This is an optimization exercise on Yosys and OpenROAD, whose aim is small area, not a production implementation. Only simulation tests tie the RTL to the original design; equivalence was not proved. No activity file was given, so power comes from the tool's default toggle rates.

== north ==
## vesc_can_codec
module vesc_can_codec (
    input  wire        clk,
    input  wire        rst,
    input  wire        req_valid,
    output wire        req_ready,
    input  wire [1:0]  req_op,           
    input  wire [15:0] req_node,         
    input  wire [15:0] req_type_id,      
    input  wire [31:0] req_identifier,
    input  wire [7:0]  req_kind,
    input  wire [63:0] req_param,        
    input  wire [63:0] req_vel,          
    input  wire        req_vel_present,
    input  wire        req_store,
    input  wire [3:0]  req_len,
    input  wire [63:0] req_payload,      
    output wire        rsp_valid,
    input  wire        rsp_ready,
    output wire [3:0]  rsp_code,
    output wire [28:0] rsp_identifier,
    output wire [7:0]  rsp_node,
    output wire [7:0]  rsp_type_id,
    output wire [3:0]  rsp_len,
    output wire [63:0] rsp_payload,      
    output wire [31:0] rsp_field0,
    output wire [31:0] rsp_field1,
    output wire [31:0] rsp_field2,
    output wire [31:0] rsp_field3,
    output wire [16:0] rsp_info
);
For scale: ~540 I/O pins, about 11000 um^2 of cells after synthesis.
clock: 25.0 ns
lec_check: 0
abc_area: 1
cap_margin: 20
core_margin: 2
core_utilization: 35
cts_buf_list: sky130_fd_sc_hd__clkbuf_8 sky130_fd_sc_hd__clkbuf_16
slew_margin: 20
standard.sh (not shown) runs the stock make flow with config.mk's settings and CLKGATE_MAP_FILE= SYNTH_SCRIPT=/design/flow/synth_recipe.tcl, a recipe that flattens the netlist after the stock synthesis.
==> flow/flow/run.sh <==
#!/bin/bash
# Standard layout, except that the port buffers are the platform's smallest
# buffer (sky130_fd_sc_hd__buf_1) instead of the one buffer_ports picks.
set -euo pipefail
export BUFFER_PORTS_ARGS="-buffer_cell sky130_fd_sc_hd__buf_1"
bash standard.sh > standard.log 2>&1
Setup changes, north to south
diff --git a/flow/config.mk b/flow/config.mk
--- a/flow/config.mk
+++ b/flow/config.mk
@@ -10,4 +10,5 @@
 export CORE_MARGIN = 2
 export CORE_UTILIZATION = 35
-export CTS_BUF_LIST = sky130_fd_sc_hd__clkbuf_8 sky130_fd_sc_hd__clkbuf_16
+export CTS_BUF_LIST = sky130_fd_sc_hd__clkbuf_8
+export CTS_CLUSTER_SIZE = 10
 export SLEW_MARGIN = 20
### Flow results
Status: count of clock buffers in the final design parity (south, north). Via count delta (south -> north): insignificant. Against north, setup slack in south came out better. Max clock network fraction of design power across north and south: north. Looking at sum of met3 wire segment lengths after detailed routing, south sits about 0.9% higher than north does. Number of vias per cell: north vs south — no meaningful difference.
The inputs of east differ from those of south as listed below.
diff --git a/flow/config.mk b/flow/config.mk
--- a/flow/config.mk
+++ b/flow/config.mk
@@ -10,5 +10,3 @@
 export CORE_MARGIN = 2
 export CORE_UTILIZATION = 35
-export CTS_BUF_LIST = sky130_fd_sc_hd__clkbuf_8
-export CTS_CLUSTER_SIZE = 10
 export SLEW_MARGIN = 20
Findings:
Result for east and south: all clean
Taking south over east, the total chip power ratio works out to 0.937.
Final period demand of the worst path delta for east relative to south: 39 ps higher
The routed wire length of south and that of east are within noise of each other.
Fmax: south vs east, no meaningful difference
Input-level comparison between west and east:
diff --git a/flow/config.mk b/flow/config.mk
--- a/flow/config.mk
+++ b/flow/config.mk
@@ -7,6 +7,6 @@
 export LEC_CHECK = 0
 export ABC_AREA = 1
-export CAP_MARGIN = 20
+export CAP_MARGIN = 0
 export CORE_MARGIN = 2
 export CORE_UTILIZATION = 35
-export SLEW_MARGIN = 20
+export SLEW_MARGIN = 0
--- outcome ---
west ran to completion and came out clean on the timing, DRC and antenna checks. Post-route cell area delta (east -> west): insignificant. From east to west the numbers moved as follows: maximum frequency comparable, number of violations reported at the end of detailed-routing iteration 0 +2.4%.
Edits applied to the flow inputs when going from west to middle:
diff --git a/flow/config.mk b/flow/config.mk
--- a/flow/config.mk
+++ b/flow/config.mk
@@ -6,7 +6,6 @@
 export NUM_CORES = 4
 export LEC_CHECK = 0
-export ABC_AREA = 1
-export CAP_MARGIN = 0
+export CAP_MARGIN = 20
 export CORE_MARGIN = 2
 export CORE_UTILIZATION = 35
-export SLEW_MARGIN = 0
+export SLEW_MARGIN = 20
Findings:
- Compared to west, middle has routed wire length 1.9% lower.
- In the metrics for middle and west, the one carrying the higher count of non-CTS buffers in the layout is middle.
- Changes observed in middle relative to west: largest driver fanout on the critical path lost 1; largest stage delay on the critical path roughly the same; met1 layer usage reported by global route increased 1.2 points; synthesized-area fraction occupied by and/or/nand/nor cells dropped 2.4 points; height of the die shows no meaningful change.
- From west to middle the numbers moved as follows: number of non-filler instances in the completed layout lower; routing usage on met2 lower.
- Power dissipated by switching net loads went up slightly going from west to middle.
- Design area of west is on par with middle.

==> afterwards: timing with drivers on the ports <==
The results above use ideal ports. As a check the final layouts listed here were re-extracted and re-timed, cells and wires unchanged. Step 1: set_driving_cell puts a clkbuf_16 on clk and a buf_2 on each other input, an assumption about the parent block. Step 2 also shifts input and output timing later by t, the mid clock arrival at the registers, as if the neighbouring blocks saw the same clock. a / b / c = ideal ports / drivers / drivers and shift; a / b = the first two.
run	t (ns)	setup WS [ns]	worst setup path at the end
north	0.410	0.905 / 0.936 / 0.525	input to register
south	0.450	0.944 / 0.971 / 0.521	input to register
east	0.410	0.905 / 0.936 / 0.525	input to register
west	0.411	0.903 / 0.933 / 0.522	input to register
middle	0.411	0.813 / 0.838 / 0.427	input to register
After both steps setup and hold are still met in every run listed. The setup slack of south, which loses most, moves by +0.027 ns with the drivers and by -0.423 ns with both steps.
